Context: an optimization exercise on an open-source flow, tuned for a short achievable clock period and few clock cycles. The choices shown serve that exercise and are no tape-out recipe. The RTL was checked by simulation tests, not by an equivalence proof against the original design. Power is estimated from default activity; no workload was simulated.

==> flow/design.v (excerpt) <==
module plio_dec (
    input  wire        clk,
    input  wire        rst,
    input  wire        go,
    input  wire        strict,
    input  wire [15:0] win_start,
    input  wire [15:0] win_count,
    input  wire [15:0] src_len,
    input  wire [15:0] dst_len,
    output reg         lm_re,
    output reg  [15:0] lm_addr,
    input  wire [15:0] lm_rdata,
    output reg         pm_we,
    output reg  [15:0] pm_addr,
    output reg  [31:0] pm_wdata,
    output reg         busy,
    output reg         done,
    output reg  [15:0] result,
    output reg  [3:0]  fcode,
    output reg  [31:0] finfo
);
clock: 12.0 ns
lec_check: 0
abc_clock_period_in_ps: 2500
cap_margin: 20
core_margin: 2
core_utilization: 65
place_density: 0.75
slew_margin: 20
standard.sh (not shown) runs the stock make flow with config.mk's settings and CLKGATE_MAP_FILE= SYNTH_SCRIPT=/design/flow/synth_recipe.tcl, a recipe that flattens the netlist after the stock synthesis.
==> flow/flow/run.sh <==
#!/bin/bash
# The standard ORFS layout (the standard.sh) with three changes:
#  - ports are buffered with buf_4 rather than the smallest buffer (a delay
#    cell), so the port buffers do not add delay to the I/O paths;
#  - the resizer may change a cell's footprint (MATCH_CELL_FOOTPRINT 0);
#  - timing repair (after floorplan, CTS and global routing) aims for 9 ns
#    of setup slack, so that the design runs faster than the 12 ns clock.
# The SDC, clock period and I/O constraints are the design's, unchanged.
# The make output goes to standard.log; ORFS keeps each step's log in orfs/logs.
set -euo pipefail
export BUFFER_PORTS_ARGS="-buffer_cell sky130_fd_sc_hd__buf_4"
bash standard.sh SETUP_SLACK_MARGIN=9.0 MATCH_CELL_FOOTPRINT=0 finish > standard.log 2>&1
The starting point went through all stages and came out clean.
Testbench counts at the start, summed over its fixed seeds: cycles 301,470.
Then changed:
--- a/flow/design.v
+++ b/flow/design.v
@@ -72,29 +72,29 @@
     reg        p_hch;       
     reg        p_sh;        
     reg        p_hn;        
     reg        p_pn;        
     reg        p_dnz;       
     reg [11:0] p_dm;        
     reg [11:0] p_in;        
-    reg signed [17:0] ipB;   
-    reg signed [17:0] ipB1;  
+    reg signed [31:0] ipB;   
+    reg signed [31:0] ipB1;  
     reg signed [19:0] R;     
     reg signed [19:0] R1;    
     reg signed [17:0] S;     
     reg signed [17:0] S1;    
     reg        active;
     reg        sh_pend;
     reg [11:0] sh_d;
     reg signed [17:0] A;
     reg signed [17:0] B;
     reg signed [31:0] high;
     reg        t_ok;        
     reg [3:0]  t_fc;
-    reg [17:0] t_fi;
+    reg [31:0] t_fi;
     reg        q_pix  [0:QD-1];
     reg        q_term [0:QD-1];
     reg [15:0] q_ls   [0:QD-1];
     reg [1:0]  q_md   [0:QD-1];
     reg [31:0] q_val  [0:QD-1];
     reg [QW-1:0] q_wp;
     reg [QW-1:0] q_rp;
@@ -112,15 +112,15 @@
     reg        fin_pend;
     wire [3:0]  opc  = wB[15:12];
     wire [11:0] dd   = wB[11:0];
     wire [3:0]  r_opc = lm_rdata[15:12];
     wire [11:0] r_d   = lm_rdata[11:0];
     wire        r_run = (r_opc == 4'd0) || (r_opc == 4'd4) || (r_opc == 4'd5);
     wire c_end  = R[19] || !B[17];        
-    wire c_oob  = ipB[17] || S[17];       
+    wire c_oob  = ipB[31] || S[17];       
     wire c_f9   = c_strict && R1[19];     
     wire c_f2   = S1[17];                 
     wire c_go   = vB && active;
     wire c_inst = c_go && !sh_pend;
     wire c_run  = p_run;
     wire c_hch  = p_hch;
     wire c_one  = p_one;
@@ -150,15 +150,15 @@
     wire Bn  = B[17];
     wire B2n = B2[17];
     reg        e_push;
     reg        e_pix;
     reg        e_term;
     reg        e_ok;
     reg [3:0]  e_fc;
-    reg [17:0] e_fi;
+    reg [31:0] e_fi;
     reg [15:0] e_ls;
     reg [1:0]  e_md;
     always @(*) begin
         e_push = 1'b0;
         e_pix  = 1'b0;
         e_term = 1'b0;
         e_ok   = 1'b0;
@@ -172,15 +172,15 @@
             e_md = M_HIGH;
         if (c_inst) begin
             if (c_end) begin
                 e_push = 1'b1;
                 e_pix  = Bn;
                 e_term = 1'b1;
                 e_ok   = 1'b1;
-                e_fi   = 18'd0;
+                e_fi   = 32'd0;
                 e_ls   = c_cm1;
                 e_md   = M_ZERO;
             end else if (c_oob) begin
                 e_push = 1'b1;
                 e_term = 1'b1;
                 e_fc   = F_SRC_BOUNDS;
             end else if (p_sh) begin
@@ -203,15 +203,15 @@
             end else if (opc[3] && c_strict) begin
                 e_push = 1'b1;
                 e_term = 1'b1;
                 e_fc   = F_BAD_OPCODE;
             end
         end
     end
-    wire signed [17:0] ds_w = legacy ? 18'sd3 : {{2{wB[15]}}, wB};
+    wire signed [31:0] ds_w = legacy ? 32'sd3 : {{16{wB[15]}}, wB};
     wire hi_neg  = wB[15];
     wire hi_zero = (wB == 16'd0);
     wire hi_one  = (wB == 16'd1);
     wire hi_ge2  = !wB[15] && (wB[14:1] != 14'd0);
     wire L_le0   = !legacy && (hi_neg || (hi_zero && h_lo_neg) ||
                                (((hi_zero && !h_lo_neg) || (hi_one && h_lo_neg)) && h_lo_z15));
     wire L_gt_sl = legacy ? f_lgt : (hi_ge2 || (hi_one && f_cmp1) || (hi_zero && f_cmp0));
@@ -337,18 +337,18 @@
         if (seq[4]) begin
             h_lo     <= wB;
             h_lo_neg <= wB[15];
             h_lo_z15 <= (wB[14:0] == 15'd0);
             f_cmp0   <= (wB > c_slen);
             f_cmp1   <= ({1'b1, wB[14:0]} > c_slen);
             f_lo_le6 <= (wB <= 16'd6);
-            P0   <= $signed({{2{wB[15]}}, wB}) - ipB1;
+            P0   <= $signed({{2{wB[15]}}, wB}) - ipB1[17:0];
             P1   <= $signed({{2{wB[15]}}, wB}) - dsp2;
-            S    <= slm1 - ipB;
-            S1   <= slm2 - ipB;
+            S    <= slm1 - ipB[17:0];
+            S1   <= slm2 - ipB[17:0];
         end
         if (seq[5]) begin
             hv_bad <= hv_bad_c;
             hv_fc  <= hv_fc_c;
             hv_fi  <= hv_fi_c;
             if (legacy) begin
                 R  <= {{4{h_ver[15]}}, h_ver} - 20'sd4;
@@ -375,19 +375,19 @@
         p_hn  <= (r_opc == 4'd4);
         p_pn  <= (r_opc == 4'd5);
         p_dnz <= (r_d != 12'd0);
         p_dm  <= (r_run && r_d != 12'd0) ? r_d - 12'd1 : 12'd0;
         p_in  <= r_run ? r_d : 12'd1;
         if (seq[3]) begin
             ipB  <= ds_w;
-            ipB1 <= ds_w + 18'sd1;
-            dsp2 <= ds_w + 18'sd2;
+            ipB1 <= ds_w + 32'sd1;
+            dsp2 <= ds_w[17:0] + 18'sd2;
         end else if (vB) begin
             ipB  <= ipB1;
-            ipB1 <= ipB1 + 18'sd1;
+            ipB1 <= ipB1 + 32'sd1;
         end
         if (vB) begin
             R  <= R1;
             R1 <= R1 - 20'sd1;
             S  <= S1;
             S1 <= S1 - 18'sd1;
         end
@@ -468,15 +468,15 @@
             if (hv_kill || fin_zero) begin
                 result <= 16'd0;
                 fcode  <= hv_kill ? hv_fc : F_NONE;
                 finfo  <= hv_kill ? {{14{hv_fi[17]}}, hv_fi} : 32'd0;
             end else begin
                 result <= t_ok ? c_count : 16'd0;
                 fcode  <= t_fc;
-                finfo  <= {{14{t_fi[17]}}, t_fi};
+                finfo  <= t_fi;
             end
             strm    <= 1'b0;
             fstop   <= 1'b1;
             active  <= 1'b0;
             w_valid <= 1'b0;
             lm_re   <= 1'b1;
             lm_addr <= 16'd2;
After rerunning:
- The changed run passed the timing, DRC and antenna checks
- design area went up by 5.7%
- global-route usage goes up by 0.25 points
- setup slack gets better by 0.080 ns
- wire length rose by 6.0%
- final cell count goes up by 5.0%
- power climbs by 6.4%
- maximum frequency grows by 2.2%
- via count is higher by 4.6%
- die area climbs by 4.2%
- core utilization rose by 0.38 points
Testbench counts after the change, summed over its fixed seeds: cycles 301,470.

==> separate check: timing with driven ports <==
No port has a modelled driver above. Below, the same layouts with a new extraction and two added sets of constraints. Step 1 sets driving cells, clkbuf_16 on the clock port and buf_2 on the other inputs (assumed; they add their load-dependent delay and slew). Step 2, shift: input delay + t, output delay - t, t = (earliest + latest rising clock arrival at the registers) / 2. This alone moves slack from input paths to output paths. a / b / c = ideal ports / drivers / drivers and shift; a / b = the first two.
| run | t (ns) | slack for setup (ns) | worst data-port slew with drivers (ns) | pins driven straight from the clock port |
|---|---|---|---|---|
| the first run | 0.757 | 8.331 / 8.253 / 7.823 | 0.07 | 1 |
| the second run | 0.744 | 8.412 / 8.342 / 8.234 | 0.14 | 1 |
After both steps setup and hold are still met in every run listed. The setup slack of the first run, which loses most, moves by -0.078 ns with the drivers and by -0.508 ns with both steps.
